This design comes from an exercise in tuning for small area on the open sky130 flow, not from production work. In this exercise RTL edits were held to simulation tests only and were not proved equivalent to the original. Power figures rest on the tool's default switching activity, not on a simulated workload.

**flow/config.mk**
```make
export PLATFORM = sky130hd
export DESIGN_NAME = crc_link
export DESIGN_NICKNAME = crc_link
export VERILOG_FILES = /design/flow/design.v
export SDC_FILE = /design/flow/constraint.sdc
export NUM_CORES = 4
export LEC_CHECK = 0
export CAP_MARGIN = 20
export CORE_MARGIN = 2
export CORE_UTILIZATION = 40
export SLEW_MARGIN = 20
```
**flow/constraint.sdc**
```tcl
create_clock -name core_clock -period 10.0 [get_ports {clk}]
set_input_delay 2.0000 -clock core_clock [delete_from_list [all_inputs] [get_ports {clk}]]
set_output_delay 2.0000 -clock core_clock [all_outputs]
set_load 0.01 [all_outputs]
```
**flow/design.v**
```verilog
module crc_link (
    input  wire        clk,
    input  wire        rst,
    input  wire        op_valid,
    input  wire [3:0]  op_code,
    input  wire [7:0]  op_arg,
    input  wire        tick,
    output wire [5:0]  stat,          
    output wire [2:0]  op_status,
    output reg  [15:0] crc,
    output reg  [2:0]  rx_err,
    output reg  [7:0]  rx_len,
    output wire [15:0] rx_crc_calc,
    output wire [15:0] rx_crc_recv,
    output wire        txm_re,
    output wire [7:0]  txm_addr,
    input  wire [7:0]  txm_rdata,
    output wire        rxm_we,
    output wire [8:0]  rxm_addr,
    output wire [7:0]  rxm_wdata,
    output wire        txd,
    input  wire        rxd
);
    function [15:0] crc_step;
        input [15:0] c;
        input [7:0]  d;
        reg   [7:0]  x;
        begin
            x = c[15:8] ^ d;
            x = x ^ {4'h0, x[7:4]};
            crc_step = {c[7:0], 8'h00} ^ {x[3:0], 12'h000} ^ {3'b000, x, 5'b00000}
                     ^ {8'h00, x};
        end
    endfunction
    wire op_crc_init = op_valid && (op_code == 4'h1);
    wire op_crc_byte = op_valid && (op_code == 4'h2);
    wire op_tx_frame = op_valid && (op_code == 4'h4);
    wire op_rx_start = op_valid && (op_code == 4'h5);
    always @(posedge clk) begin
        if (rst || op_crc_init)
            crc <= 16'h0000;
        else if (op_crc_byte)
            crc <= crc_step(crc, op_arg);
    end
    localparam [2:0] T_IDLE = 3'd0, T_S = 3'd1, T_H0 = 3'd2, T_H1 = 3'd3,
                     T_PY = 3'd4, T_CH = 3'd5, T_CL = 3'd6, T_E = 3'd7;
    reg  [2:0]  tp;       
    reg  [7:0]  ta;       
    reg  [7:0]  tlen;
    reg  [15:0] tcrc;     
    reg  [10:0] tsr;
    reg  [2:0]  tbc;      
    wire tx_busy  = |tp;
    wire t_idle   = ~|tsr[10:1];
    wire t_fetch  = tsr[10] & tsr[0];
    wire t_start  = tsr[10] & ~tsr[0];    
    wire t_adv    = tx_busy & t_idle;
    wire t_more   = (ta != tlen);
    wire t_crc    = tp[2] & ~(tp[1] & tp[0]);  
    reg  [2:0]  tp_next;
    always @* begin
        case (tp)
            T_S:     tp_next = T_H0;
            T_H0:    tp_next = T_H1;
            T_H1,
            T_PY:    tp_next = t_more ? T_PY : T_CH;
            T_CH:    tp_next = T_CL;
            T_CL:    tp_next = T_E;
            default: tp_next = T_IDLE;
        endcase
    end
    reg  [7:0]  t_byte;
    always @* begin
        case (tp)
            T_H0:    t_byte = 8'h02;
            T_H1:    t_byte = tlen;
            T_PY:    t_byte = txm_rdata;
            T_CH,
            T_CL:    t_byte = tcrc[15:8];
            default: t_byte = 8'h03;
        endcase
    end
    assign txm_re   = t_adv && (tp == T_H1 || tp == T_PY) && t_more;
    assign txm_addr = ta;
    assign txd      = tsr[0];
    wire t_bit = tsr[tbc + 4'd1];
    wire t_fb  = tcrc[15] ^ t_bit;
    always @(posedge clk) begin
        if (rst) begin
            tp   <= T_IDLE;
            tsr  <= 11'd1;
            tcrc <= 16'h0000;
        end else begin
            if (!tx_busy) begin
                if (op_tx_frame) begin
                    tp   <= T_S;
                    tlen <= op_arg;
                    ta   <= 8'h00;
                end
            end else if (t_adv) begin
                tp <= tp_next;
                if (tp != T_E)
                    tsr[10] <= 1'b1;
            end
            if (t_fetch) begin
                tsr <= {2'b11, t_byte, 1'b0};
                if (tp == T_PY)
                    ta <= ta + 8'd1;
            end else if (!t_idle && tbc == 3'd0) begin
                tsr <= {1'b0, tsr[10:1]};
            end
            if (t_start && t_crc)
                tcrc <= {tcrc[14:0], 1'b0} ^ (t_fb ? 16'h1021 : 16'h0000);
        end
        tbc <= t_fetch ? 3'd7 : tbc - 3'd1;
    end
    reg         rxd_m, rxd_s;
    reg  [10:0] rsr;
    reg  [2:0]  rbc;
    wire r_done  = rsr[0];
    wire r_ready = r_done | ~|rsr[10:1];
    wire urx_push = r_done & rsr[10];
    wire urx_ferr = r_done & ~rsr[10];
    wire [7:0] urx_data = rsr[9:2];
    always @(posedge clk) begin
        if (rst) begin
            rxd_m <= 1'b1;
            rxd_s <= 1'b1;
            rsr   <= 11'd0;
        end else begin
            rxd_m <= rxd;
            rxd_s <= rxd_m;
            if (r_ready)
                rsr <= rxd_s ? 11'd0 : 11'h400;
            else if (rbc == 3'd0)
                rsr <= {rxd_s, rsr[10:1]};
        end
        rbc <= r_ready ? 3'd3 : rbc - 3'd1;
    end
    reg  [63:0] fmem;
    reg  [3:0]  fcnt;
    wire       f_ne    = ~fcnt[3];
    wire       f_full  = (fcnt == 4'd7);
    wire       f_push  = urx_push & ~f_full;
    wire       f_ovr   = urx_push & f_full;
    wire [7:0] f_dout  = fmem[{fcnt[2:0], 3'b000} +: 8];
    wire       f_pop;
    always @(posedge clk) begin
        if (f_push)
            fmem <= {fmem[55:0], urx_data};
        if (rst)
            fcnt <= 4'hF;
        else if (f_push != f_pop)
            fcnt <= f_push ? fcnt + 4'd1 : fcnt - 4'd1;
    end
    reg  ferr_flag, ovr_flag;
    reg  d_rcv, d_done;
    wire rx_go = op_rx_start && !d_rcv;
    always @(posedge clk) begin
        if (rst) begin
            ferr_flag <= 1'b0;
            ovr_flag  <= 1'b0;
        end else begin
            if (urx_ferr)
                ferr_flag <= 1'b1;
            else if (rx_go)
                ferr_flag <= 1'b0;
            if (f_ovr)
                ovr_flag <= 1'b1;
            else if (rx_go)
                ovr_flag <= 1'b0;
        end
    end
    localparam [6:0] TIM_LAST = 7'b1001011;   
    reg  [8:0]  dcnt;
    reg  [6:0]  dtim;     
    reg  [15:0] rcrc;
    reg  [7:0]  p1, p2;   
    wire link_err = ferr_flag | ovr_flag;
    assign f_pop  = d_rcv & ~link_err & f_ne;
    wire d_at1    = (dcnt == 9'd1);
    wire d_end    = (dcnt == {1'b0, rx_len} + 9'd4);
    wire d_badhdr = d_at1 & (p1 != 8'h02);
    wire d_crcen  = (|dcnt[8:2]) & ~d_end;
    wire d_fin    = f_pop & (d_badhdr | d_end);
    wire d_tmo    = tick & (dtim == TIM_LAST) & ~d_fin;
    wire [6:0] dtim_next = {dtim[5:0], ~(dtim[6] ^ dtim[5])};
    wire [2:0] d_verdict = d_badhdr            ? 3'd3 :
                           (f_dout != 8'h03)   ? 3'd5 :
                           (rcrc == {p2, p1})  ? 3'd0 : 3'd4;
    always @(posedge clk) begin
        if (rst) begin
            d_rcv  <= 1'b0;
            d_done <= 1'b0;
            rx_len <= 8'h00;
            rx_err <= 3'd0;
        end else if (!d_rcv) begin
            if (rx_go) begin
                d_rcv  <= 1'b1;
                d_done <= 1'b0;
                rx_len <= 8'h00;
                rx_err <= 3'd0;
            end
        end else if (link_err) begin
            d_rcv  <= 1'b0;
            d_done <= 1'b1;
            rx_err <= 3'd1;
        end else begin
            if (f_pop && d_at1 && !d_badhdr)
                rx_len <= f_dout;
            if (d_fin) begin
                d_rcv  <= 1'b0;
                d_done <= 1'b1;
                rx_err <= d_verdict;
            end else if (d_tmo) begin
                d_rcv  <= 1'b0;
                d_done <= 1'b1;
                rx_err <= 3'd2;
            end
        end
    end
    always @(posedge clk) begin
        if (rx_go) begin
            dcnt <= 9'd0;
            dtim <= 7'd0;
            rcrc <= 16'h0000;
        end else begin
            if (f_pop) begin
                dcnt <= dcnt + 9'd1;
                if (!d_end)
                    {p2, p1} <= {p1, f_dout};
                if (d_crcen)
                    rcrc <= crc_step(rcrc, p2);
            end
            if (d_rcv && !link_err && tick)
                dtim <= dtim_next;
        end
    end
    wire crc_vis = d_done & ~rx_err[1] & ~rx_err[0];    
    assign rx_crc_calc = crc_vis ? rcrc : 16'h0000;
    assign rx_crc_recv = crc_vis ? {p2, p1} : 16'h0000;
    assign rxm_we      = f_pop;
    assign rxm_addr    = dcnt;
    assign rxm_wdata   = f_dout;
    reg ost;
    always @(posedge clk) begin
        if (rst)
            ost <= 1'b0;
        else if (op_tx_frame)
            ost <= tx_busy;
        else if (op_rx_start)
            ost <= d_rcv;
    end
    assign op_status = {2'b00, ost};
    assign stat = {ovr_flag, ferr_flag, f_ne, d_done, d_rcv, tx_busy};
endmodule
```
**flow/flow/run.sh**
```bash
#!/bin/bash
# The standard layout (standard.sh) with three changes to how the layout is
# made: an area-oriented ABC script for the combinational logic (flow/area.abc,
# everything else in synthesis as synth_recipe.tcl does it), the smallest buffer
# cell for the port buffers, and clock-tree settings for a small clock tree.
set -euo pipefail
cd "$(dirname "$0")/.."
W=$PWD
export BUFFER_PORTS_ARGS="-buffer_cell sky130_fd_sc_hd__buf_1"
export CTS_ARGS="-sink_clustering_enable -repair_clock_nets -dont_use_dummy_load -sink_clustering_size 25 -sink_clustering_max_diameter 60 -buf_list sky130_fd_sc_hd__clkbuf_8"
{
  printf 'proc abc {args} {\n'
  printf '  set i [lsearch -exact $args -script]\n'
  printf '  if {$i >= 0} { lset args [expr {$i + 1}] %s }\n' "$W/flow/area.abc"
  printf '  yosys abc {*}$args\n}\n'
  cat synth_recipe.tcl
} > own_synth.tcl
sed "s|SYNTH_SCRIPT=[^ ]*|SYNTH_SCRIPT=$W/own_synth.tcl|" standard.sh > own_standard.sh
grep -q "SYNTH_SCRIPT=$W/own_synth.tcl" own_standard.sh
bash own_standard.sh > standard.log 2>&1
```
**flow/flow/area.abc**
```
&get -n
&st
&dch
&nf -a -F 4 -A 8
&st
&dch
&nf -a -F 4 -A 8
&st
&dch
&nf -a -F 4 -A 8
&put
```
**flow/standard.sh**
```bash
#!/bin/bash
# synth_recipe.tcl (not shown) runs the flow's synth.tcl, then flattens the netlist and writes it again
# the make line also repeats each setting of config.mk as NAME=value (left out here)
make -C /OpenROAD-flow-scripts/flow DESIGN_CONFIG=/design/flow/config.mk WORK_HOME=/design/flow/orfs CLKGATE_MAP_FILE= SYNTH_SCRIPT=/design/flow/synth_recipe.tcl "${@:-finish}"
```
==> results.json, run 1 <==
{
  "path_max_fanout": 28,
  "synthMuxAreaShare_pct": 4.73,
  "postRouteAntennaNets": 0,
  "pin_count": 121,
  "post_cts_resized": 0,
  "p_leak_uw": 0.00340,
  "critPathMaxStageDelay_ps": 1000,
  "grt_pass1_vias": 6102,
  "ys_async_sr_fraction_pct": 0,
  "syn_inst": 839,
  "grt_overflow": 0,
  "whs_ps": 398,
  "place_congestion": 0.822,
  "final.setup_skew_ps": 52.3,
  "antenna_found_initial": 0,
  "critPathLaunchType": "flop",
  "rsz0062_at_grt": "no",
  "whs_path_depth": 1,
  "crit_slowest_cell": "dfxtp_1",
  "cap_violations": 0,
  "finalCritPeriodShare_pct": 45.1,
  "multi_input_area_sq_um": 3920,
  "end_kind": "primary output",
  "final_cell_mix": "117 x dfxtp_1, 117 x buf_1, 111 x nor2_1",
  "register_area_sq_um": 5230,
  "cts_tree": "yes",
  "rr_worst_depth": 10,
  "ys.flop_type": "dfxtp_1",
  "yosys.area_share.simple_pct": 16.5,
  "fp-row-count": 55,
  "seq_area_frac_synth_pct": 56.6,
  "hold_viol_final": 0,
  "cp-startpoint": "fcnt[1]",
  "io_buffers": 118,
  "worstHoldStart": "rbc[0]",
  "synth_fa_ha_area_share_pct": 1.57,
  "r2r_start": "fcnt[1]",
  "die_w_um": 156,
  "cts_buffers": 16,
  "cts-htree-levels": 1,
  "cp.required_ps": 8000,
  "viasPerCell": 5.29,
  "cts_buffer_depth": 3,
  "relSlewSlack_pct": 25.2,
  "cts.sinks": 213,
  "start_util_pct": 40.8,
  "fp.dieH_um": 156,
  "area_growth_pct": 11.4,
  "vdd_drop_max_mv": 0.0631,
  "grt_max_degree": 69,
  "instances_no_fill": 1258,
  "tns_ps": 0,
  "avgRoutedWirePerCell_um": 16.3,
  "cts_root_buffer": "clkbuf_8",
  "worst_slew_pin_slew_ps": 1110,
  "setup_viol": 0,
  "cts_setup_buffers": 0,
  "max_freq_mhz": 222,
  "wl_mm": 20.5,
  "cts_hold_buf": 0,
  "dr.pass1.iters": 7,
  "synth_xor_area_share_pct": 7.40,
  "grt_pass1_wl_mm": 32.9,
  "critPathKind": "reg2out",
  "vias": 6650,
  "clk_latency_ps": 510,
  "drive_gt1_share_pct": 4.21,
  "dp_hpwl_mm": 14.7,
  "worstHoldPathType": "reg2reg",
  "layout_min_cycle_time_ps": 4510,
  "p_per_area_nw_per_um2": 155,
  "synth_top_family_by_area": "simple AND/OR/NAND/NOR gates",
  "drc": 0,
  "place_inst": 1242,
  "ys_seq_elements": 213,
  "synth_edf_count": 96,
  "synth.avg_cell_area_sq_um": 11.0,
  "synth_compound_area_share_pct": 11.8,
  "first_iter_violations": 428,
  "fillers": 2153,
  "nets": 1011,
  "synth_cell_type_count": 51,
  "core_sq_um": 22600,
  "crit_chain": "o21ai_0 -> o221a_1 -> nor2_1 -> buf_1",
  "ys_warn_count": 1,
  "dieArea_sq_um": 24300,
  "antenna_cells": 0,
  "crit_arrival_ps": 2510,
  "syn-cell-area_sq_um": 9240,
  "outcome": "finished clean",
  "track_usage_pct": 16.7,
  "clk_pin_slew_ps": 120,
  "slew_violations": 0
}
cell families (layout without fill, tap and decap cells):
logic type	after synthesis	after routing
AO/OA/AOI/OAI	169	169
XOR/XNOR	78	78
adder cells (fa/ha/maj)	11	11
buffers and inverters	26	159
flip-flops	213	213
multiplexers	31	31
other	1	2
AND/OR/NAND/NOR	310	310
flip-flops by register name, indices dropped and copies added, names as in the netlist, 3 cells and up:
signal / cells
ta: 8
tcrc: 16
rcrc: 16
rx_err: 3
p1: 8
tlen: 8
tbc: 3
rsr: 11
crc: 16
tsr: 11
rbc: 3
dtim: 7
dcnt: 9
p2: 8
rx_len: 8
fmem: 64
fcnt: 4
tp: 3
layer usage:
| layer | part of all wire (%) | global-route usage (%) | wire [um] | vias up |
|---|---|---|---|---|
| met4 | 1.7 | 4.63 | 349 | 0 |
| li1 | - | - | - | 3332 |
| met2 | 44 | 25.4 | 9080 | 127 |
| met3 | 3.9 | 2.17 | 802 | 19 |
| met5 | 0 | 0 | 0 | - |
| met1 | 50 | 25.0 | 10300 | 3172 |
synthesized netlist by cell type, types with 17 or more instances:
library cell | instances | area share [%]
a21oi_1 | 50 | 2.7
a22oi_1 | 17 | 1.4
and2_0 | 41 | 2.8
clkinv_1 | 17 | 0.69
dfxtp_1 | 117 | 25
edfxtp_1 | 96 | 31
mux2i_1 | 20 | 2.2
nand2_1 | 40 | 1.6
nor2_1 | 114 | 4.6
nor3_1 | 38 | 2.1
o21ai_0 | 42 | 2.3
xnor2_1 | 48 | 4.6
xor2_1 | 30 | 2.8
area by class of cell:
class | instances | area share, %
inverter | 17 | 0.620
timing repair buffer | 126 | 4.90
multi-input combinational | 601 | 38.1
sequential | 213 | 50.8
clock buffer | 16 | 2.14
tap | 285 | 3.47
worst paths after layout:
path / to / slack [ps]
min: rbc[0] / 400
min reg2reg: rbc[0] / 400
max: rxm_wdata[3] / 5490
max reg2reg: fcnt[3] / 6610
worst max-delay path, delay by kind of cell (launching register included):
| kind | cells | cell delay [ps] |
|---|---|---|
| AO/OA/AOI/OAI | 2 | 530 |
| buffers and inverters | 1 | 190 |
| flip-flops | 1 | 1000 |
| AND/OR/NAND/NOR | 1 | 280 |
power by group:
part	internal (uW)	total, uW	leakage [uW]	switching (uW)
sequential	944	998	0.00173	53.4
combinational	82.9	197	0.00156	115
clock	145	399	0.000115	254
per-stage QoR:
stage / util, % / worst slack [ps] / instance area [sq um] / total power, uW
floorplan: - / 3990 / 9240 / 1150
global placement: 44.4 / 6110 / 10100 / 1210
detailed placement: 44.4 / 6050 / 10100 / 1210
CTS: 45.4 / 5410 / 10300 / 1610
global route: 45.4 / 5240 / 10300 / 1680
finish: 45.4 / 5490 / 10300 / 1590
==> inputs of run 2 (changes only) <==
--- a/flow/flow/run.sh
+++ b/flow/flow/run.sh
@@ -7,7 +7,7 @@
 cd "$(dirname "$0")/.."
 W=$PWD
 export BUFFER_PORTS_ARGS="-buffer_cell sky130_fd_sc_hd__buf_1"
-export CTS_ARGS="-sink_clustering_enable -repair_clock_nets -dont_use_dummy_load -sink_clustering_size 25 -sink_clustering_max_diameter 60 -buf_list sky130_fd_sc_hd__clkbuf_8"
+export CTS_ARGS="-sink_clustering_enable -repair_clock_nets -dont_use_dummy_load -sink_clustering_size 14 -sink_clustering_max_diameter 40 -buf_list sky130_fd_sc_hd__clkbuf_4"
 {
   printf 'proc abc {args} {\n'
   printf '  set i [lsearch -exact $args -script]\n'
==> results.json, run 2 <==
{
  "grt_pass1_wl_mm": 33.5,
  "synth_cell_type_count": 51,
  "die_w_um": 156,
  "critPathMaxStageDelay_ps": 980,
  "cp-startpoint": "fcnt[1]",
  "nets": 1030,
  "hold_viol_final": 0,
  "antenna_found_initial": 1,
  "grt_use_met2_pct": 25.7,
  "cts_root_buffer": "clkbuf_4",
  "rr_worst_depth": 10,
  "final_cell_mix": "117 x dfxtp_1, 117 x buf_1, 111 x nor2_1",
  "synth_edf_count": 96,
  "setup_viol": 0,
  "worstHoldStart": "fmem[41]",
  "wl_mm": 20.8,
  "crit_chain": "o21ai_0 -> o221a_1 -> nor2_1 -> buf_1",
  "final.setup_skew_ps": 100,
  "cts_buffer_depth": 3,
  "crit_arrival_ps": 2550,
  "yosys.area.top_type": "edfxtp_1",
  "ys_async_sr_fraction_pct": 0,
  "ys_top_cells_by_area": "edfxtp_1 31%, dfxtp_1 25%, nor2_1 4.6%",
  "critPathKind": "reg2out",
  "crit_slowest_cell": "dfxtp_1",
  "placed_area_sq_um": 10100,
  "core_sq_um": 22600,
  "critPathLaunchType": "flop",
  "whs_path_depth": 0,
  "end_kind": "primary output",
  "ys_warn_count": 1,
  "globalRouteMet3Util_pct": 3.81,
  "cts-htree-levels": 2,
  "grt-busiest-layer": "met2",
  "layout_min_cycle_time_ps": 4550,
  "postRouteAntennaNets": 0,
  "fp.dieH_um": 156,
  "relSlewSlack_pct": 27.9,
  "use_met1_pct": 24.8,
  "ys_seq_elements": 213,
  "worst_slew_pin_slew_ps": 1070,
  "cp.required_ps": 8000,
  "syn_inst": 839,
  "pin_count": 121,
  "io_buffers": 118,
  "syn-cell-area_sq_um": 9240,
  "vias": 6790,
  "cts_buffers": 35,
  "cap_violations": 0,
  "worstHoldPathType": "reg2reg",
  "vdd_drop_max_mv": 0.0687,
  "grt_max_degree": 69,
  "ys.flop_type": "dfxtp_1",
  "finalCritPeriodShare_pct": 45.5,
  "start_util_pct": 40.8,
  "tns_ps": 0,
  "largest_register_ffs": 64,
  "synth.avg_cell_area_sq_um": 11.0,
  "p_leak_uw": 0.00345,
  "place_congestion": 0.822,
  "post-synth-top-count-cell": "dfxtp_1",
  "dieArea_sq_um": 24300,
  "post_cts_resized": 0,
  "track_usage_pct": 17.2,
  "viasPerCell": 5.31,
  "synth_commonest_cells": "117 x dfxtp_1, 114 x nor2_1, 96 x edfxtp_1, 50 x a21oi_1, 48 x xnor2_1",
  "drive_gt1_share_pct": 6.05,
  "regMostFlops": "fmem",
  "critPathTopFamily": "flip-flops",
  "clk_latency_ps": 640,
  "drc": 0,
  "crit_cells": 4,
  "grt_pass1_vias": 6256,
  "dr.pass1.iters": 8,
  "avgRoutedWirePerCell_um": 16.3,
  "dp_hpwl_mm": 14.7,
  "outcome": "finished clean",
  "fin_area_sq_um": 10300,
  "area_growth_pct": 11.9,
  "fp-row-count": 55,
  "first_iter_violations": 483,
  "slew_violations": 0,
  "synth_top_area_share_pct": 31.2,
  "path_max_fanout": 28,
  "seq_area_frac_synth_pct": 56.6,
  "cts.sinks": 213,
  "cts_setup_buffers": 0,
  "max_freq_mhz": 220,
  "rsz0062_at_grt": "no",
  "r2r_start": "fcnt[1]",
  "grt_overflow": 0,
  "crit_buf_inv": 1,
  "p_per_area_nw_per_um2": 158,
  "clk_pin_slew_ps": 120,
  "cts_tree": "yes",
  "cts_hold_buf": 0
}
## run 2: changes by cell type in the layout (fill, tap and decap cells not counted), sizes merged
cell / delta
diode: +1
clkbuf: +19
## run 2: final timing paths
path,slack [ps],endpoint
worst max-delay path,5450,rxm_wdata[3]
worst min-delay path,380,fmem[49]
worst max register to register,6670,fcnt[3]
worst min register to register,380,fmem[49]
## run 2: cell type report
class / count / area, sq um
Antenna cell: 1 / 2.50
Sequential cell: 213 / 5230
Fill cell: 2175 / 12300
Clock buffer: 35 / 263
Multi-Input combinational cell: 601 / 3920
Inverter: 17 / 63.8
Timing Repair Buffer: 126 / 504
Tap cell: 285 / 357
## run 2: stage by stage
step | setup slack, ps | hold WS, ps | utilization [%] | power (uW) | instances
after floorplan | 3990 | 362 | - | 1150 | 840
after global placement | 6110 | 372 | 44.4 | 1210 | 1242
after detailed placement | 6050 | 383 | 44.4 | 1210 | 1242
after CTS | 5360 | 386 | 45.6 | 1660 | 1277
after global routing | 5230 | 387 | 45.6 | 1730 | 1278
final | 5450 | 384 | 45.6 | 1640 | 1278
## run 2: logic make-up after synthesis
kind of cell    count (synthesis)  share of synthesized area (%)
xor+xnor                       78                           7.40
mux                            31                           4.73
fa+ha+maj                      11                           1.57
simple gates                  310                           16.5
other cells                     1                         0.0406
buf+inv                        26                           1.42
flops                         213                           56.6
compound gates                169                           11.8
## run 2: power by group
part	switching (uW)	total [uW]	internal, uW
Clock	278	439	161
Sequential	53.8	998	944
Combinational	115	198	83.2
## run 2: per-layer routing
metal | up-vias | part of all wire [%] | routed length [um]
li1 | 3387 | - | -
met2 | 158 | 44 | 9190
met3 | 39 | 4.9 | 1020
met1 | 3206 | 49 | 10200
met5 | - | 0 | 0
met4 | 0 | 2.1 | 438
==> inputs of run 3 (changes only) <==
--- a/flow/design.v
+++ b/flow/design.v
@@ -179,7 +179,10 @@
     wire link_err = ferr_flag | ovr_flag;
     assign f_pop  = d_rcv & ~link_err & f_ne;
     wire d_at1    = (dcnt == 9'd1);
-    wire d_end    = (dcnt == {1'b0, rx_len} + 9'd4);
+    wire [6:0] de_a   = dcnt[8:2];
+    wire [6:0] de_b   = ~{1'b0, rx_len[7:2]};
+    wire       d_end  = (dcnt[1:0] == rx_len[1:0]) &&
+                        ((de_a ^ de_b) == {de_a[5:0] | de_b[5:0], 1'b0});
     wire d_badhdr = d_at1 & (p1 != 8'h02);
     wire d_crcen  = (|dcnt[8:2]) & ~d_end;
     wire d_fin    = f_pop & (d_badhdr | d_end);
--- a/flow/flow/run.sh
+++ b/flow/flow/run.sh
@@ -7,7 +7,7 @@
 cd "$(dirname "$0")/.."
 W=$PWD
 export BUFFER_PORTS_ARGS="-buffer_cell sky130_fd_sc_hd__buf_1"
-export CTS_ARGS="-sink_clustering_enable -repair_clock_nets -dont_use_dummy_load -sink_clustering_size 14 -sink_clustering_max_diameter 40 -buf_list sky130_fd_sc_hd__clkbuf_4"
+export CTS_ARGS="-sink_clustering_enable -repair_clock_nets -dont_use_dummy_load -sink_clustering_size 25 -sink_clustering_max_diameter 60 -buf_list sky130_fd_sc_hd__clkbuf_8"
 {
   printf 'proc abc {args} {\n'
   printf '  set i [lsearch -exact $args -script]\n'
==> results.json, run 3 <==
{
  "outcome": "finished clean",
  "relSlewSlack_pct": 40.7,
  "synth_top_area_share_pct": 31.3,
  "worst_slew_pin_slew_ps": 882,
  "synth_edf_count": 96,
  "placed_area_sq_um": 10000,
  "end_kind": "primary output",
  "cts_tree": "yes",
  "worstHoldPathType": "reg2reg",
  "cts.sinks": 213,
  "path_max_fanout": 7,
  "cts_buffer_depth": 3,
  "fp-row-count": 55,
  "antenna_found_initial": 0,
  "critPathMaxStageDelay_ps": 750,
  "p_int_uw": 1200,
  "final.setup_skew_ps": 36.4,
  "critPathKind": "reg2out",
  "dr.pass1.iters": 5,
  "place_ws_ps": 5960,
  "crit_slowest_cell": "nor3b_1",
  "synth_commonest_cells": "119 x nor2_1, 117 x dfxtp_1, 96 x edfxtp_1, 51 x o21ai_0, 45 x a21oi_1",
  "ys.flop_type": "dfxtp_1",
  "final_cell_mix": "119 x nor2_1, 117 x buf_1, 116 x dfxtp_1",
  "cap_violations": 0,
  "crit_chain": "nor3b_1 -> nand2_1 -> clkinv_1 -> buf_1",
  "final_common_cell": "nor2_1",
  "avgRoutedWirePerCell_um": 16.4,
  "fin_ws_ps": 5600,
  "clockPowerShare_pct": 25.9,
  "p_leak_uw": 0.00344,
  "ys_top_cells_by_area": "edfxtp_1 31%, dfxtp_1 25%, nor2_1 4.8%",
  "place_congestion": 0.846,
  "syn-cell-area_sq_um": 9210,
  "dieArea_sq_um": 24300,
  "synth.avg_cell_area_sq_um": 11.0,
  "post-synth-top-count-cell": "nor2_1",
  "clk_latency_ps": 510,
  "rsz0062_at_grt": "no",
  "antenna_cells": 0,
  "postRouteAntennaNets": 0,
  "ys_warn_count": 1,
  "viasPerCell": 5.40,
  "setup_viol": 0,
  "critPathTopFamily": "simple AND/OR/NAND/NOR gates",
  "pin_count": 121,
  "r2r_slack_ps": 6640,
  "fillers": 2151,
  "vdd_drop_max_mv": 0.0759,
  "finalCritPeriodShare_pct": 44.0,
  "cts_buffers": 18,
  "io_buffers": 118,
  "slew_violations": 0,
  "wl_mm": 20.6,
  "yosys.area.top_type": "edfxtp_1",
  "core_sq_um": 22600,
  "crit_buf_inv": 2,
  "start_util_pct": 40.7,
  "regMostFlops": "fmem",
  "ys_seq_elements": 213,
  "p_comb_share_pct": 13.5,
  "clk_pin_slew_ps": 100,
  "grt_overflow": 0,
  "drc": 0,
  "nets": 1018,
  "power_frac_seq_pct": 60.6,
  "die_w_um": 156,
  "fp.dieH_um": 156,
  "area_growth_pct": 11.5,
  "grt_pass1_wl_mm": 33.4,
  "critPathLaunchType": "flop",
  "grt_pass1_vias": 6213,
  "fin_area_sq_um": 10300,
  "post_cts_resized": 0,
  "synth_cell_type_count": 54,
  "cts_setup_buffers": 0,
  "max_freq_mhz": 227,
  "vias": 6798,
  "syn_inst": 840,
  "ys_async_sr_fraction_pct": 0,
  "track_usage_pct": 16.9,
  "seq_area_frac_synth_pct": 56.7,
  "crit_arrival_ps": 2400,
  "grt_max_degree": 65,
  "layout_min_cycle_time_ps": 4400,
  "hold_viol_final": 0,
  "cts-htree-levels": 1,
  "p_per_area_nw_per_um2": 160,
  "switching_share_pct": 27.3,
  "drive_gt1_share_pct": 4.10,
  "largest_register_ffs": 64,
  "first_iter_violations": 556,
  "dp_hpwl_mm": 14.7,
  "cts_hold_buf": 0,
  "power_switching_uw": 449,
  "cts_root_buffer": "clkbuf_8",
  "cp.required_ps": 8000,
  "tns_ps": 0
}
run 3: cell families (layout without fill, tap and decap cells):
kind of cell	after synthesis	in the layout	share of synthesized area, %
XOR/XNOR	64	64	6.08
multiplexers	30	30	4.50
flip-flops	213	213	56.7
adder cells (fa/ha/maj)	16	16	2.25
AO/OA/AOI/OAI	188	188	13.2
AND/OR/NAND/NOR	286	286	15.1
buffers and inverters	42	176	2.08
other	1	2	0.0407
run 3: path summary, 6_finish.rpt:
| kind | from | cells after the start | endpoint |
|---|---|---|---|
| max | d_rcv | 4 | rxm_we |
| min | rbc[0] | 1 | rbc[0] |
| max reg2reg | d_rcv | 8 | rcrc[5] |
| min reg2reg | rbc[0] | 1 | rbc[0] |
run 3: final cells by class:
class                      count  area, sq um  area share [%]
clock buffer                  18          248            2.41
inverter                      33          124            1.21
multi-input combinational    586         3820            37.2
sequential                   213         5230            50.9
tap                          285          357            3.47
timing repair buffer         125          497            4.84
run 3: power by group through the flow:
| stage | Sequential [uW] | Clock, uW | Combinational [uW] |
|---|---|---|---|
| detailed placement | 1020 | 0 | 220 |
| global placement | 1020 | 0 | 216 |
| global route | 1000 | 472 | 250 |
| CTS | 997 | 447 | 221 |
| finish | 998 | 427 | 222 |
| floorplan | 1010 | 0 | 162 |
run 3: through the flow:
step                utilization (%)  total power (uW)  instances  hold WS [ps]
CTS                            45.3              1660       1260           394
global placement               44.2              1230       1242           371
finish                         45.4              1650       1260           393
detailed placement             44.2              1240       1242           373
floorplan                         -              1170        841           362
global route                   45.4              1730       1260           401
run 3: routing by layer:
layer  global-route usage, %  up-vias  share of wire, %
met5                       0        -                 0
li1                        -     3355                 -
met4                    2.84        0               1.4
met1                    25.6     3240                49
met2                    25.5      180                44
met3                    3.25       23               5.7
==> inputs of run 4 (changes only) <==
==> flow/flow/run.sh (replaced) <==
#!/bin/bash
# The standard layout (standard.sh) with three changes to how the layout is
# made: an area-oriented ABC script for the combinational logic (flow/area.abc;
# the rest of synthesis is synth_recipe.tcl unchanged), the smallest buffer cell
# for the port buffers, and clock-tree settings for a small clock tree.
# standard.sh's own output goes to standard.log; ORFS keeps each step's log
# under orfs/logs/.
set -euo pipefail
cd "$(dirname "$0")/.."
W=$PWD
export BUFFER_PORTS_ARGS="-buffer_cell sky130_fd_sc_hd__buf_1"
export CTS_ARGS="-sink_clustering_enable -repair_clock_nets -dont_use_dummy_load -sink_clustering_size 20 -sink_clustering_max_diameter 60 -buf_list {sky130_fd_sc_hd__clkbuf_4 sky130_fd_sc_hd__clkbuf_8}"
{
  printf 'proc abc {args} {\n'
  printf '  set i [lsearch -exact $args -script]\n'
  printf '  if {$i >= 0} { lset args [expr {$i + 1}] %s }\n' "$W/flow/area.abc"
  printf '  yosys abc {*}$args\n}\n'
  cat synth_recipe.tcl
} > own_synth.tcl
sed "s|SYNTH_SCRIPT=[^ ]*|SYNTH_SCRIPT=$W/own_synth.tcl|" standard.sh > own_standard.sh
grep -q "SYNTH_SCRIPT=$W/own_synth.tcl" own_standard.sh
bash own_standard.sh > standard.log 2>&1
==> flow/flow/area.abc (replaced) <==
&get -n
&st
&deepsyn -J 100 -T 600
&dch -f
&nf -a -F 8 -A 16
&st
&dch -f
&nf -a -F 8 -A 16
&st
&dch -f
&nf -a -F 8 -A 16
&put
==> results.json, run 4 <==
{
  "layout_min_cycle_time_ps": 4610,
  "cts_buffers": 19,
  "synth_edf_count": 96,
  "post-synth-top-count-cell": "dfxtp_1",
  "cts_setup_buffers": 0,
  "pin_count": 121,
  "dp_hpwl_mm": 14.6,
  "vias": 6490,
  "worst_slew_pin_slew_ps": 1090,
  "crit_arrival_ps": 2610,
  "antenna_cells": 0,
  "ys.flop_type": "dfxtp_1",
  "place_congestion": 0.816,
  "synth_commonest_cells": "117 x dfxtp_1, 96 x edfxtp_1, 60 x nand2_1, 43 x nor2_1, 39 x and2_0",
  "path_max_fanout": 17,
  "viasPerCell": 5.47,
  "final_common_cell": "buf_1",
  "rsz0062_at_grt": "no",
  "cp.required_ps": 8000,
  "grt_pass1_vias": 6054,
  "r2r_slack_ps": 6380,
  "postRouteAntennaNets": 0,
  "regMostFlops": "fmem",
  "power_uw": 1640,
  "p_leak_uw": 0.00354,
  "place_ws_ps": 5540,
  "grt_pass1_wl_mm": 33.0,
  "drive_gt1_share_pct": 3.31,
  "grt_max_degree": 65,
  "outcome": "finished clean",
  "p_per_area_nw_per_um2": 165,
  "critPathKind": "reg2out",
  "worstHoldPathType": "reg2reg",
  "track_usage_pct": 17.1,
  "start_util_pct": 40.7,
  "r2r_start": "dcnt[7]",
  "synth_cell_type_count": 57,
  "cts_root_buffer": "clkbuf_8",
  "largest_register_ffs": 64,
  "ys_seq_elements": 213,
  "fillers": 2116,
  "cap_violations": 0,
  "end_kind": "primary output",
  "fin_ws_ps": 5390,
  "die_w_um": 153,
  "seq_area_frac_synth_pct": 58.8,
  "fp.dieH_um": 153,
  "finalCritPeriodShare_pct": 46.1,
  "max_freq_mhz": 217,
  "cts-htree-levels": 1,
  "syn_inst": 773,
  "io_buffers": 118,
  "area_growth_pct": 11.8,
  "core_sq_um": 21800,
  "final_cell_mix": "118 x buf_1, 117 x dfxtp_1, 96 x edfxtp_1",
  "crit_end": "rxm_wdata[1]",
  "tns_ps": 0,
  "nets": 950,
  "yosys.area.top_type": "edfxtp_1",
  "relSlewSlack_pct": 27.3,
  "clk_pin_slew_ps": 110,
  "setup_viol": 0,
  "synth.avg_cell_area_sq_um": 11.5,
  "synth_top_area_share_pct": 32.4,
  "drc": 0,
  "fp-row-count": 54,
  "ys_warn_count": 1,
  "ys_async_sr_fraction_pct": 0,
  "dieArea_sq_um": 23400,
  "vdd_drop_max_mv": 0.0748,
  "rr_worst_depth": 9,
  "wl_mm": 20.6,
  "final.setup_skew_ps": 65.8,
  "r2r_end": "rcrc[7]",
  "syn-cell-area_sq_um": 8890,
  "hold_viol_final": 0,
  "slew_violations": 0,
  "cts_hold_buf": 0,
  "clk_latency_ps": 530,
  "ys_top_cells_by_area": "edfxtp_1 32%, dfxtp_1 26%, a22o_1 3.7%",
  "cts_tree": "yes",
  "grt_overflow": 0,
  "cp-startpoint": "fcnt[0]",
  "first_iter_violations": 466,
  "cts_buffer_depth": 3,
  "critPathLaunchType": "flop",
  "dr.pass1.iters": 5,
  "post_cts_resized": 0,
  "cts.sinks": 213,
  "antenna_found_initial": 0,
  "avgRoutedWirePerCell_um": 17.3
}
## run 4: cell types whose count changed after synthesis, moves of 8 or more
cell      change
a22o_1       +37
o21a_1        -8
nor2_1       -76
a221o_1       +9
a21oi_1      -21
mux2i_1      -17
o21ai_0      -19
nand2_1      +24
a211oi_1     -18
xnor2_1       -8
o22ai_1       +9
## run 4: cell type report
type / count / area [sq um] / area share [%]
Tap cell: 280 / 350 / 3.53
Clock buffer: 19 / 262 / 2.63
Inverter: 30 / 113 / 1.13
Timing Repair Buffer: 123 / 480 / 4.84
Multi-Input combinational cell: 522 / 3500 / 35.3
Sequential cell: 213 / 5230 / 52.6
## run 4: worst max-delay path, stage by stage (launching register included)
cell     delay, ps
dfxtp_1        670
and2_0         490
a22oi_1        170
a22oi_1        550
buf_1          210
## run 4: logic make-up after synthesis
| group | Yosys count | share of synthesized area [%] |
|---|---|---|
| AO/OA/AOI/OAI | 192 | 15.9 |
| flip-flops | 213 | 58.8 |
| other | 1 | 0.0422 |
| adder cells (fa/ha/maj) | 16 | 2.34 |
| buffers and inverters | 39 | 2.03 |
| XOR/XNOR | 54 | 5.32 |
| AND/OR/NAND/NOR | 251 | 14.5 |
| multiplexers | 7 | 1.10 |
## run 4: through the flow
step	cells	utilization, %	hold WS, ps	instance area (sq um)
after floorplan	774	-	362	8890
after global placement	1168	44.3	371	9660
after detailed placement	1168	44.3	375	9670
after CTS	1187	45.5	399	9930
after global routing	1187	45.5	425	9930
final	1187	45.5	398	9930
## run 4: worst min path at each step
stage	startpoint	endpoint	slack, ps	cells after the start
3_3_place_gp	rbc[0]	rbc[0]	370	1
6_report	rbc[0]	rbc[0]	400	1
2_1_floorplan	rbc[0]	rbc[0]	360	1
3_5_place_dp	rbc[0]	rbc[0]	370	1
4_1_cts	rbc[0]	rbc[0]	400	1
5_1_grt	rbc[0]	rbc[0]	420	1
## run 4: where the power goes
part           internal [uW]  leakage [uW]  switching [uW]
Combinational           83.4       0.00150             117
Clock                    171      0.000137             270
Sequential               943       0.00189            52.1
## run 4: routing by layer
layer,up-vias,part of all wire [%],track usage [%],routed length [um]
met1,3121,48,25.1,9890
met3,28,5.7,2.95,1170
met2,173,44,26.2,9100
li1,3168,-,-,-
met5,-,0,0,0
met4,0,2.0,4.45,405
==> inputs of run 5 (changes only) <==
--- a/flow/flow/run.sh
+++ b/flow/flow/run.sh
@@ -9,7 +9,7 @@
 cd "$(dirname "$0")/.."
 W=$PWD
 export BUFFER_PORTS_ARGS="-buffer_cell sky130_fd_sc_hd__buf_1"
-export CTS_ARGS="-sink_clustering_enable -repair_clock_nets -dont_use_dummy_load -sink_clustering_size 20 -sink_clustering_max_diameter 60 -buf_list {sky130_fd_sc_hd__clkbuf_4 sky130_fd_sc_hd__clkbuf_8}"
+export CTS_ARGS="-sink_clustering_enable -repair_clock_nets -dont_use_dummy_load -sink_clustering_size 30 -sink_clustering_max_diameter 120 -buf_list sky130_fd_sc_hd__clkbuf_16"
 {
   printf 'proc abc {args} {\n'
   printf '  set i [lsearch -exact $args -script]\n'
--- a/flow/config.mk
+++ b/flow/config.mk
@@ -7,5 +7,5 @@
 export LEC_CHECK = 0
 export CAP_MARGIN = 20
 export CORE_MARGIN = 2
-export CORE_UTILIZATION = 40
+export CORE_UTILIZATION = 60
 export SLEW_MARGIN = 20
==> results.json, run 5 <==
{
  "outcome": "finished clean",
  "fp.dieH_um": 126,
  "grt_pass1_wl_mm": 32.0,
  "core_sq_um": 14500,
  "fin_area_sq_um": 9820,
  "ys_top_cells_by_area": "edfxtp_1 32%, dfxtp_1 26%, a22o_1 3.7%",
  "ys_warn_count": 1,
  "finalCritPeriodShare_pct": 47.9,
  "cts_hold_buf": 0,
  "worstHoldPathType": "reg2reg",
  "layout_min_cycle_time_ps": 4790,
  "antenna_found_initial": 0,
  "cap_violations": 0,
  "grt_overflow": 0,
  "end_kind": "primary output",
  "critPathKind": "reg2out",
  "slew_violations": 0,
  "final.setup_skew_ps": 70.3,
  "synth_commonest_cells": "117 x dfxtp_1, 96 x edfxtp_1, 60 x nand2_1, 43 x nor2_1, 39 x and2_0",
  "worst_slew_pin_slew_ps": 1110,
  "synth_top_area_share_pct": 32.4,
  "first_iter_violations": 589,
  "track_usage_pct": 24.5,
  "cts_setup_buffers": 0,
  "synth_cell_type_count": 57,
  "crit_chain": "and2_0 -> a222oi_1 -> and3_1 -> nor2_1 -> buf_1",
  "syn-cell-area_sq_um": 8890,
  "synth.avg_cell_area_sq_um": 11.5,
  "post_cts_resized": 0,
  "syn_inst": 773,
  "final_common_cell": "buf_1",
  "dp_hpwl_mm": 14.5,
  "drc": 0,
  "postRouteAntennaNets": 0,
  "crit_arrival_ps": 2790,
  "avgRoutedWirePerCell_um": 18.4,
  "crit_buf_inv": 1,
  "relSlewSlack_pct": 25.7,
  "cts_buffer_depth": 3,
  "synth_edf_count": 96,
  "cts.sinks": 213,
  "drive_gt1_share_pct": 2.34,
  "io_buffers": 118,
  "placed_area_sq_um": 9530,
  "dieArea_sq_um": 15800,
  "antenna_cells": 0,
  "nets": 941,
  "setup_viol": 0,
  "critPathLaunchType": "flop",
  "p_per_area_nw_per_um2": 168,
  "crit_slowest_cell": "dfxtp_1",
  "yosys.area.top_type": "edfxtp_1",
  "max_freq_mhz": 209,
  "critPathTopFamily": "simple AND/OR/NAND/NOR gates",
  "path_max_fanout": 17,
  "clk_pin_slew_ps": 110,
  "vias": 6724,
  "cts_tree": "yes",
  "seq_area_frac_synth_pct": 58.8,
  "area_growth_pct": 10.5,
  "cp.required_ps": 8000,
  "dr.pass1.iters": 6,
  "fillers": 1105,
  "die_w_um": 126,
  "cts-htree-levels": 1,
  "vdd_drop_max_mv": 0.113,
  "viasPerCell": 6.21,
  "largest_register_ffs": 64,
  "start_util_pct": 61.4,
  "ys_seq_elements": 213,
  "critPathMaxStageDelay_ps": 700,
  "post-synth-top-count-cell": "dfxtp_1",
  "cts_root_buffer": "clkbuf_16",
  "wl_mm": 20.0,
  "pin_count": 121,
  "final_cell_mix": "118 x buf_1, 117 x dfxtp_1, 96 x edfxtp_1",
  "place_congestion": 0.906,
  "rsz0062_at_grt": "no",
  "clk_latency_ps": 460,
  "hold_viol_final": 0,
  "fp-row-count": 44,
  "ys.flop_type": "dfxtp_1",
  "grt_pass1_vias": 6326,
  "cts_buffers": 11,
  "p_leak_uw": 0.00353,
  "grt_max_degree": 65,
  "tns_ps": 0,
  "regMostFlops": "fmem",
  "ys_async_sr_fraction_pct": 0
}
-- run 5: cell count changes in the layout (fill, tap and decap cells not counted) --
cell / change
buf_4: -1
clkbuf_16: +11
clkbuf_8: -19
-- run 5: stage by stage --
step | power (uW) | setup slack (ps) | utilization (%) | std cells | hold slack, ps
3_5_place_dp | 1210 | 5240 | 65.8 | 1071 | 382
5_1_grt | 1720 | 5100 | 67.8 | 1082 | 425
3_3_place_gp | 1200 | 5370 | 65.8 | 1071 | 370
4_1_cts | 1650 | 5260 | 67.7 | 1082 | 408
2_1_floorplan | 1150 | 5980 | - | 774 | 362
6_report | 1650 | 5210 | 67.8 | 1082 | 404
-- run 5: logic make-up (layout without fill, tap and decap cells) --
kind of cell	Yosys count	count (layout)	synth area share, %
AO/OA/AOI/OAI	192	192	15.9
other	1	2	0.0422
adder cells (fa/ha/maj)	16	16	2.34
multiplexers	7	7	1.10
AND/OR/NAND/NOR	251	251	14.5
buffers and inverters	39	163	2.03
XOR/XNOR	54	54	5.32
flip-flops	213	213	58.8
-- run 5: path summary, 6_finish.rpt --
kind / slack [ps] / endpoint / startpoint / depth (start not counted)
worst max-delay path: 5210 / rxm_wdata[2] / fcnt[0] / 5
worst min-delay path: 400 / rbc[0] / rbc[0] / 1
worst max register to register: 6310 / rcrc[5] / dcnt[7] / 10
worst min register to register: 400 / rbc[0] / rbc[0] / 1
-- run 5: power by group --
group          internal (uW)  switching, uW  leakage (uW)
logic                   83.5            118       0.00150
clock network            199            253      0.000136
registers                943           51.7       0.00189
total                   1230            423       0.00353
-- run 5: area by class of cell --
type | count | area [sq um] | share of cell area (%)
flip-flops and latches | 213 | 5230 | 53.2
multi-input cells | 522 | 3500 | 35.7
repair buffers | 122 | 473 | 4.82
clock buffers | 11 | 275 | 2.80
well taps | 184 | 230 | 2.34
inverters | 30 | 113 | 1.15
-- run 5: metal layers --
layer / vias to the layer above / share of wire (%) / global-route usage, %
met3: 38 / 6.0 / 3.23
met5: - / 0 / 0
li1: 3160 / - / -
met2: 257 / 49 / 41.8
met1: 3269 / 42 / 33.0
met4: 0 / 2.5 / 7.12
==> inputs of run 6 (changes only) <==
==> flow/flow/run.sh (replaced) <==
#!/bin/bash
# The standard layout (standard.sh) with these changes to how the layout
# is made:
#  - an area-oriented ABC script (flow/area.abc) maps the combinational logic;
#    the rest of synthesis is synth_recipe.tcl unchanged, so the registers are
#    the standard synthesis's;
#  - yosys's pass-through buffers (insbuf) and the port buffers use the
#    smallest buffer cell, sky130_fd_sc_hd__buf_1;
#  - clock-tree settings for a small clock tree without dummy loads.
# standard.sh's output goes to standard.log here; ORFS keeps each step's log
# under orfs/logs/.
set -euo pipefail
cd "$(dirname "$0")/.."
W=$PWD
export BUFFER_PORTS_ARGS="-buffer_cell sky130_fd_sc_hd__buf_1"
export CTS_ARGS="-sink_clustering_enable -repair_clock_nets -dont_use_dummy_load -sink_clustering_size 30 -sink_clustering_max_diameter 120 -buf_list sky130_fd_sc_hd__clkbuf_16"
{
  printf 'proc abc {args} {\n'
  printf '  set i [lsearch -exact $args -script]\n'
  printf '  if {$i >= 0} { lset args [expr {$i + 1}] %s }\n' "$W/flow/area.abc"
  printf '  yosys abc {*}$args\n}\n'
  cat synth_recipe.tcl
} > own_synth.tcl
sed -e "s|SYNTH_SCRIPT=[^ ]*|SYNTH_SCRIPT=$W/own_synth.tcl MIN_BUF_CELL_AND_PORTS='sky130_fd_sc_hd__buf_1 A X'|" \
  standard.sh > own_standard.sh
grep -q "SYNTH_SCRIPT=$W/own_synth.tcl MIN_BUF" own_standard.sh
bash own_standard.sh > standard.log 2>&1
--- a/flow/config.mk
+++ b/flow/config.mk
@@ -7,5 +7,5 @@
 export LEC_CHECK = 0
 export CAP_MARGIN = 20
 export CORE_MARGIN = 2
-export CORE_UTILIZATION = 60
+export CORE_UTILIZATION = 40
 export SLEW_MARGIN = 20
==> results.json, run 6 <==
{
  "outcome": "finished clean",
  "wl_mm": 20.2,
  "cts_tree": "yes",
  "critPathKind": "reg2out",
  "viasPerCell": 5.42,
  "crit_arrival_ps": 2530,
  "relSlewSlack_pct": 29.7,
  "cap_violations": 0,
  "worstHoldPathType": "reg2reg",
  "nets": 943,
  "fp.dieH_um": 153,
  "cts_buffer_depth": 3,
  "post-synth-top-count-cell": "dfxtp_1",
  "cts_root_buffer": "clkbuf_16",
  "whs_path_depth": 1,
  "cts-htree-levels": 1,
  "fillers": 2080,
  "r2r_start": "dcnt[7]",
  "seq_area_frac_synth_pct": 59.0,
  "critPathLaunchType": "flop",
  "yosys.area.top_type": "edfxtp_1",
  "syn-cell-area_sq_um": 8850,
  "antenna_found_initial": 0,
  "drive_gt1_share_pct": 2.78,
  "antenna_cells": 0,
  "area_growth_pct": 12.5,
  "regMostFlops": "fmem",
  "clk_pin_slew_ps": 120,
  "final_cell_mix": "118 x buf_1, 117 x dfxtp_1, 96 x edfxtp_1",
  "track_usage_pct": 16.7,
  "post_cts_resized": 0,
  "clk_latency_ps": 470,
  "ys.flop_type": "dfxtp_1",
  "final.setup_skew_ps": 70.8,
  "path_max_fanout": 16,
  "fp-row-count": 54,
  "start_util_pct": 40.7,
  "slew_violations": 0,
  "core_sq_um": 21800,
  "ys_top_cells_by_area": "edfxtp_1 33%, dfxtp_1 26%, a22o_1 3.8%",
  "dieArea_sq_um": 23300,
  "whs_ps": 400,
  "grt_pass1_vias": 5891,
  "avgRoutedWirePerCell_um": 17.1,
  "synth_top_area_share_pct": 32.6,
  "cp.required_ps": 8000,
  "r2r_end": "rcrc[5]",
  "end_kind": "primary output",
  "synth_cell_type_count": 57,
  "postRouteAntennaNets": 0,
  "r2r_slack_ps": 6670,
  "setup_viol": 0,
  "synth_edf_count": 96,
  "cts_hold_buf": 0,
  "rr_worst_depth": 10,
  "p_leak_uw": 0.00354,
  "tns_ps": 0,
  "syn_inst": 773,
  "min_to": "rbc[0]",
  "hold_viol_final": 0,
  "grt_overflow": 0,
  "synth_commonest_cells": "117 x dfxtp_1, 96 x edfxtp_1, 60 x nand2_1, 43 x nor2_1, 39 x and2_0",
  "first_iter_violations": 448,
  "io_buffers": 118,
  "cts_setup_buffers": 0,
  "ys_warn_count": 1,
  "cts_buffers": 11,
  "fin_ws_ps": 5470,
  "multi_input_area_sq_um": 3510,
  "ys_async_sr_fraction_pct": 0,
  "vias": 6391,
  "max_freq_mhz": 221,
  "largest_register_ffs": 64,
  "place_ws_ps": 5500,
  "layout_min_cycle_time_ps": 4530,
  "worst_slew_pin_slew_ps": 1050,
  "die_w_um": 153,
  "dr.pass1.iters": 5,
  "dp_hpwl_mm": 14.7,
  "pin_count": 121,
  "rsz0062_at_grt": "no",
  "worstHoldStart": "rbc[0]",
  "vdd_drop_max_mv": 0.0920,
  "final_common_cell": "buf_1",
  "grt_pass1_wl_mm": 32.2,
  "cts.sinks": 213,
  "synth.avg_cell_area_sq_um": 11.5,
  "place_congestion": 0.829,
  "register_area_sq_um": 5230,
  "finalCritPeriodShare_pct": 45.3,
  "drc": 0,
  "grt_max_degree": 65,
  "ys_seq_elements": 213,
  "p_per_area_nw_per_um2": 166
}
run 6: changes by cell type in the layout (fill, tap and decap cells not counted), sizes merged:
cell,delta
buf,+2
run 6: report_power, final:
| group | total, uW | leakage (uW) | switching (uW) | internal, uW |
|---|---|---|---|---|
| Sequential | 995 | 0.00189 | 51.5 | 943 |
| Clock | 463 | 0.000136 | 264 | 199 |
| Combinational | 199 | 0.00151 | 115 | 83.5 |
run 6: worst max path at each step:
stage,endpoint,slack [ps],from,depth (start not counted)
final,rxm_wdata[7],5470,fcnt[1],4
after global routing,rxm_wdata[7],5240,fcnt[1],4
after CTS,rxm_wdata[7],5430,fcnt[1],4
after detailed placement,tcrc[3],5500,rst,8
after global placement,tcrc[13],5610,rst,8
after floorplan,tcrc[10],5980,rst,5
run 6: cell type report:
type / count / area share [%]
clock buffer: 11 / 2.76
timing repair buffer: 124 / 4.90
multi-input combinational: 522 / 35.2
inverter: 30 / 1.13
tap: 280 / 3.52
sequential: 213 / 52.4
run 6: through the flow:
step / utilization, % / total power [uW] / std cells / instance area [sq um]
5_1_grt: 45.8 / 1740 / 1180 / 9960
3_5_place_dp: 44.5 / 1210 / 1169 / 9670
4_1_cts: 45.7 / 1670 / 1180 / 9950
6_report: 45.8 / 1660 / 1180 / 9960
3_3_place_gp: 44.4 / 1210 / 1169 / 9670
2_1_floorplan: - / 1150 / 774 / 8860
run 6: logic make-up (layout without fill, tap and decap cells):
group / count (synthesis) / after routing / synth area share (%)
AND/OR/NAND/NOR: 251 / 251 / 14.6
flip-flops: 213 / 213 / 59.0
AO/OA/AOI/OAI: 192 / 192 / 15.9
XOR/XNOR: 54 / 54 / 5.34
buffers and inverters: 39 / 165 / 1.65
adder cells (fa/ha/maj): 16 / 16 / 2.35
multiplexers: 7 / 7 / 1.10
other: 1 / 2 / 0.0424
run 6: routing by layer:
metal | vias up | GRT usage, % | wire, um
met3 | 25 | 3.13 | 1160
li1 | 3170 | - | -
met1 | 3036 | 24.4 | 9790
met2 | 160 | 25.9 | 8960
met5 | - | 0 | 0
met4 | 0 | 3.70 | 301
run 6: worst max-delay path, cell delays in order, from the launching register on:
cell,delay (ps)
dfxtp_1,640
nor2b_1,510
a221oi_1,160
a22oi_1,560
buf_1,210
==> inputs of run 7 (changes only) <==
--- a/flow/flow/run.sh
+++ b/flow/flow/run.sh
@@ -13,7 +13,7 @@
 cd "$(dirname "$0")/.."
 W=$PWD
 export BUFFER_PORTS_ARGS="-buffer_cell sky130_fd_sc_hd__buf_1"
-export CTS_ARGS="-sink_clustering_enable -repair_clock_nets -dont_use_dummy_load -sink_clustering_size 30 -sink_clustering_max_diameter 120 -buf_list sky130_fd_sc_hd__clkbuf_16"
+export CTS_ARGS="-sink_clustering_enable -repair_clock_nets -dont_use_dummy_load -sink_clustering_size 25 -sink_clustering_max_diameter 60 -buf_list sky130_fd_sc_hd__clkbuf_8"
 {
   printf 'proc abc {args} {\n'
   printf '  set i [lsearch -exact $args -script]\n'
==> flow/flow/area.abc (replaced) <==
&get -n
&st
&deepsyn -J 2000 -T 3000
&dch -f
&nf -a -F 8 -A 16
&st
&dch -f
&nf -a -F 8 -A 16
&st
&dch -f
&nf -a -F 8 -A 16
&put
==> results.json, run 7 <==
{
  "first_iter_violations": 466,
  "yosys.area.top_type": "edfxtp_1",
  "syn_inst": 759,
  "final_cell_mix": "118 x buf_1, 117 x dfxtp_1, 96 x edfxtp_1",
  "cts_buffer_depth": 3,
  "worst_slew_pin_slew_ps": 1090,
  "syn-cell-area_sq_um": 8800,
  "ys_async_sr_fraction_pct": 0,
  "clk_pin_slew_ps": 100,
  "crit_arrival_ps": 2660,
  "cts_root_buffer": "clkbuf_8",
  "hold_viol_final": 0,
  "synth_commonest_cells": "117 x dfxtp_1, 96 x edfxtp_1, 56 x nand2_1, 41 x a22o_1",
  "cap_violations": 0,
  "synth_top_area_share_pct": 32.7,
  "avgRoutedWirePerCell_um": 17.1,
  "regMostFlops": "fmem",
  "start_util_pct": 40.6,
  "crit_slowest_cell": "dfxtp_1",
  "p_per_area_nw_per_um2": 167,
  "nets": 938,
  "setup_viol": 0,
  "track_usage_pct": 16.8,
  "clk_latency_ps": 520,
  "cts_tree": "yes",
  "largest_register_ffs": 64,
  "seq_area_frac_synth_pct": 59.4,
  "antenna_found_initial": 0,
  "vdd_drop_max_mv": 0.0864,
  "max_freq_mhz": 215,
  "wl_mm": 20.1,
  "grt_max_degree": 65,
  "rsz0062_at_grt": "no",
  "core_sq_um": 21700,
  "drive_gt1_share_pct": 3.69,
  "power_uw": 1650,
  "die_w_um": 152,
  "final_common_cell": "buf_1",
  "crit_chain": "nor2b_1 -> a22oi_1 -> a22oi_1 -> buf_1",
  "post_cts_resized": 0,
  "io_buffers": 118,
  "critPathKind": "reg2out",
  "area_growth_pct": 12.5,
  "finalCritPeriodShare_pct": 46.6,
  "slew_violations": 0,
  "dp_hpwl_mm": 14.6,
  "cpMostUsedCell": "a22oi_1",
  "cts_buffers": 19,
  "cts_hold_buf": 0,
  "worstHoldPathType": "reg2reg",
  "dr.pass1.iters": 5,
  "postRouteAntennaNets": 0,
  "outcome": "finished clean",
  "viasPerCell": 5.42,
  "ys_warn_count": 1,
  "cts-htree-levels": 1,
  "cp.required_ps": 8000,
  "grt_pass1_wl_mm": 32.3,
  "ys_top_cells_by_area": "edfxtp_1 33%, dfxtp_1 27%, a22o_1 4.1%",
  "synth.avg_cell_area_sq_um": 11.6,
  "grt_overflow": 0,
  "synth_edf_count": 96,
  "drc": 0,
  "pin_count": 121,
  "ys.flop_type": "dfxtp_1",
  "fin_area_sq_um": 9900,
  "antenna_cells": 0,
  "dieArea_sq_um": 23200,
  "place_congestion": 0.833,
  "post-synth-top-count-cell": "dfxtp_1",
  "synth_cell_type_count": 55,
  "grt_pass1_vias": 5943,
  "tns_ps": 0,
  "fp.dieH_um": 152,
  "placed_area_sq_um": 9640,
  "fp-row-count": 54,
  "cts.sinks": 213,
  "vias": 6366,
  "critPathLaunchType": "flop",
  "critPathTopFamily": "compound AO/OA/AOI/OAI gates",
  "path_max_fanout": 15,
  "p_leak_uw": 0.00349,
  "cts_setup_buffers": 0,
  "end_kind": "primary output",
  "relSlewSlack_pct": 26.9,
  "layout_min_cycle_time_ps": 4660,
  "final.setup_skew_ps": 46.9,
  "ys_seq_elements": 213,
  "crit_buf_inv": 1,
  "critPathMaxStageDelay_ps": 620
}
run 7: changes by cell type after synthesis, moves of 3 or more:
cell / change
a221o_1: -4
a222oi_1: -4
a22o_1: +3
a22oi_1: +10
clkinv_1: -3
nand2_1: -4
nor2_1: -5
o21ai_0: -7
xnor2_1: +7
xor2_1: -7
run 7: final cells by class:
cell class | instances | area, sq um
inverter | 27 | 101
timing repair buffer | 125 | 495
sequential | 213 | 5230
tap | 280 | 350
clock buffer | 19 | 262
multi-input combinational | 511 | 3470
fill | 2039 | 11800
run 7: power by group:
part           total (uW)  switching, uW  internal, uW
Sequential           1000           54.5           946
Clock                 433            262           171
Combinational         216            130          86.6
run 7: worst paths after layout:
check	start	endpoint	slack, ps	cells after the start
max	fcnt[0]	rxm_wdata[1]	5340	4
min	rbc[0]	rbc[0]	400	1
max reg2reg	dcnt[3]	rcrc[6]	6360	9
min reg2reg	rbc[0]	rbc[0]	400	1
run 7: kinds of logic after synthesis:
logic type	Yosys count	synth area share, %
adder cells (fa/ha/maj)	16	2.36
XOR/XNOR	54	5.37
AND/OR/NAND/NOR	239	14.0
flip-flops	213	59.4
AO/OA/AOI/OAI	194	16.3
other	1	0.0426
buffers and inverters	36	1.53
multiplexers	6	0.995
run 7: routing by layer:
layer | part of all wire (%) | track usage, % | up-vias
met5 | 0 | 0 | -
met4 | 1.2 | 3.25 | 0
met3 | 5.7 | 3.64 | 18
met2 | 45 | 26.3 | 170
met1 | 49 | 24.2 | 3030
li1 | - | - | 3148
run 7: stage by stage:
| step | worst slack [ps] | std cells | hold slack [ps] | util [%] |
|---|---|---|---|---|
| 2_1_floorplan | 5920 | 760 | 362 | - |
| 5_1_grt | 5150 | 1175 | 404 | 45.7 |
| 6_report | 5340 | 1175 | 396 | 45.7 |
| 3_3_place_gp | 5510 | 1156 | 369 | 44.4 |
| 4_1_cts | 5290 | 1175 | 396 | 45.6 |
| 3_5_place_dp | 5460 | 1156 | 373 | 44.4 |
==> inputs of run 8 (changes only) <==
--- a/flow/flow/run.sh
+++ b/flow/flow/run.sh
@@ -13,7 +13,7 @@
 cd "$(dirname "$0")/.."
 W=$PWD
 export BUFFER_PORTS_ARGS="-buffer_cell sky130_fd_sc_hd__buf_1"
-export CTS_ARGS="-sink_clustering_enable -repair_clock_nets -dont_use_dummy_load -sink_clustering_size 25 -sink_clustering_max_diameter 60 -buf_list sky130_fd_sc_hd__clkbuf_8"
+export CTS_ARGS="-sink_clustering_enable -repair_clock_nets -dont_use_dummy_load -sink_clustering_size 20 -sink_clustering_max_diameter 50 -buf_list sky130_fd_sc_hd__clkbuf_8"
 {
   printf 'proc abc {args} {\n'
   printf '  set i [lsearch -exact $args -script]\n'
==> flow/flow/area.abc (replaced) <==
&get -n
&st
&deepsyn -J 100 -T 600
&dch -f
&nf -a -F 8 -A 16
&st
&dch -f
&nf -a -F 8 -A 16
&st
&dch -f
&nf -a -F 8 -A 16
&put
==> results.json, run 8 <==
{
  "area_growth_pct": 13.1,
  "clk_latency_ps": 530,
  "cts_hold_buf": 0,
  "regMostFlops": "fmem",
  "dieArea_sq_um": 23300,
  "dr.pass1.iters": 7,
  "die_w_um": 153,
  "wl_mm": 20.4,
  "post-synth-top-count-cell": "dfxtp_1",
  "fp-row-count": 54,
  "synth_commonest_cells": "117 x dfxtp_1, 96 x edfxtp_1, 60 x nand2_1, 43 x nor2_1, 39 x and2_0",
  "power_uw": 1690,
  "grt_pass1_wl_mm": 32.6,
  "grt_overflow": 0,
  "yosys.area.top_type": "edfxtp_1",
  "antenna_cells": 0,
  "syn-cell-area_sq_um": 8850,
  "cp.required_ps": 8000,
  "seq_area_frac_synth_pct": 59.0,
  "first_iter_violations": 416,
  "cts-htree-levels": 1,
  "crit_buf_inv": 1,
  "r2r_end": "rcrc[5]",
  "cts_buffer_depth": 3,
  "drc": 0,
  "final.setup_skew_ps": 34.8,
  "antenna_found_initial": 0,
  "grt_max_degree": 65,
  "cap_violations": 0,
  "cts_tree": "yes",
  "layout_min_cycle_time_ps": 4570,
  "nets": 956,
  "p_leak_uw": 0.00358,
  "rr_worst_depth": 10,
  "min_to": "rbc[0]",
  "start_util_pct": 40.7,
  "p_per_area_nw_per_um2": 168,
  "pin_count": 121,
  "drive_gt1_share_pct": 4.16,
  "cts_setup_buffers": 0,
  "postRouteAntennaNets": 0,
  "hold_viol_final": 0,
  "grt_pass1_vias": 6011,
  "r2r_start": "dcnt[7]",
  "fin_ws_ps": 5430,
  "relSlewSlack_pct": 30.1,
  "avgRoutedWirePerCell_um": 17.1,
  "clk_pin_slew_ps": 60,
  "synth.avg_cell_area_sq_um": 11.5,
  "track_usage_pct": 17.0,
  "tns_ps": 0,
  "fp.dieH_um": 153,
  "crit_chain": "nor2b_1 -> a221oi_1 -> a22oi_1 -> buf_1",
  "whs_path_depth": 1,
  "critPathMaxStageDelay_ps": 630,
  "final_common_cell": "buf_1",
  "dp_hpwl_mm": 14.7,
  "syn_inst": 773,
  "cts.sinks": 213,
  "place_congestion": 0.829,
  "worst_slew_pin_slew_ps": 1040,
  "place_ws_ps": 5500,
  "crit_arrival_ps": 2570,
  "synth_edf_count": 96,
  "worstHoldStart": "rbc[0]",
  "ys_seq_elements": 213,
  "critPathLaunchType": "flop",
  "final_cell_mix": "118 x buf_1, 117 x dfxtp_1, 96 x edfxtp_1",
  "finalCritPeriodShare_pct": 45.7,
  "viasPerCell": 5.40,
  "ys_warn_count": 1,
  "cts_buffers": 24,
  "post_cts_resized": 0,
  "r2r_slack_ps": 6690,
  "outcome": "finished clean",
  "ys_top_cells_by_area": "edfxtp_1 33%, dfxtp_1 26%, a22o_1 3.8%",
  "critPathTopFamily": "compound AO/OA/AOI/OAI gates",
  "worstHoldPathType": "reg2reg",
  "end_kind": "primary output",
  "fillers": 2089,
  "core_sq_um": 21800,
  "rsz0062_at_grt": "no",
  "slew_violations": 0,
  "cts_root_buffer": "clkbuf_8",
  "critPathKind": "reg2out",
  "ys.flop_type": "dfxtp_1",
  "max_freq_mhz": 219,
  "vias": 6448,
  "vdd_drop_max_mv": 0.0741,
  "largest_register_ffs": 64,
  "synth_top_area_share_pct": 32.6,
  "path_max_fanout": 16,
  "synth_cell_type_count": 57,
  "crit_slowest_cell": "dfxtp_1",
  "setup_viol": 0,
  "io_buffers": 118,
  "ys_async_sr_fraction_pct": 0
}
run 8: worst max-delay path by stage:
stage,depth (start not counted),start,slack [ps],endpoint
2_1_floorplan,5,rst,5980,tcrc[10]
6_report,4,fcnt[1],5430,rxm_wdata[7]
3_5_place_dp,8,rst,5500,tcrc[3]
3_3_place_gp,8,rst,5610,tcrc[13]
5_1_grt,5,fcnt[0],5160,rxm_wdata[0]
4_1_cts,4,fcnt[0],5370,rxm_wdata[7]
run 8: cells by family (layout without fill, tap and decap cells):
kind of cell	Yosys count	count (layout)	share of synthesized area [%]
and+or+nand+nor	251	251	14.6
DFF	213	213	59.0
AOI/OAI and AO/OA	192	192	15.9
xor gates and xnor gates	54	54	5.34
buffers and inverters	39	178	1.65
adders and majority gates	16	16	2.35
muxes	7	7	1.10
other	1	2	0.0424
run 8: layer usage:
layer  vias to the layer above  GRT usage (%)  part of all wire (%)
li1                       3203              -                     -
met5                         -              0                     0
met2                       166           26.2                    44
met1                      3051           24.4                    47
met3                        28           3.64                   6.4
met4                         0           4.63                   1.8
run 8: layout make-up:
class                   instances  area, sq um  share of cell area, %
inverters                      30          113                   1.12
well taps                     280          350                   3.50
flip-flops and latches        213         5230                   52.2
repair buffers                124          488                   4.87
clock buffers                  24          330                   3.30
multi-input cells             522         3510                   35.0
run 8: metrics by stage:
| step | hold slack [ps] | utilization (%) | cell area (sq um) | std cells |
|---|---|---|---|---|
| 3_5_place_dp | 375 | 44.5 | 9670 | 1169 |
| 4_1_cts | 388 | 46.0 | 10000 | 1193 |
| 6_report | 383 | 46.0 | 10000 | 1193 |
| 5_1_grt | 398 | 46.0 | 10000 | 1193 |
| 3_3_place_gp | 370 | 44.4 | 9670 | 1169 |
| 2_1_floorplan | 362 | - | 8860 | 774 |
run 8: report_power, final:
| part | internal (uW) | switching [uW] | leakage (uW) |
|---|---|---|---|
| combinational | 83.5 | 115 | 0.00151 |
| clock | 213 | 279 | 0.000173 |
| sequential | 944 | 51.8 | 0.00189 |

separate check: timing with driven ports:
The flow's constraints put no driver on any port. The routed layouts listed below were extracted and timed again, unchanged, in two steps. Step 1: set_driving_cell puts a clkbuf_16 on clk and a buf_2 on each other input, an assumption about the parent block. Step 2, shift: input delay + t, output delay - t, t = (earliest + latest rising clock arrival at the registers) / 2. This alone moves slack from input paths to output paths. a / b / c = ideal / step 1 / step 2; a / b = the first two.
| run | t, ns | slack for setup (ns) | clock arrival spread, ns |
|---|---|---|---|
| run 1 | 0.524 | 5.489 / 5.445 / 5.969 | 0.063 / 0.064 |
| run 2 | 0.636 | 5.453 / 5.410 / 6.046 | 0.102 / 0.102 |
| run 3 | 0.535 | 5.596 / 5.556 / 5.930 | 0.037 / 0.036 |
| run 4 | 0.542 | 5.386 / 5.344 / 5.487 | 0.065 / 0.065 |
| run 5 | 0.472 | 5.212 / 5.169 / 5.304 | 0.072 / 0.073 |
| run 6 | 0.479 | 5.467 / 5.427 / 5.545 | 0.075 / 0.075 |
| run 7 | 0.539 | 5.338 / 5.298 / 5.421 | 0.055 / 0.055 |
| run 8 | 0.551 | 5.430 / 5.392 / 5.485 | 0.035 / 0.036 |
After both steps setup and hold are still met in every run listed.
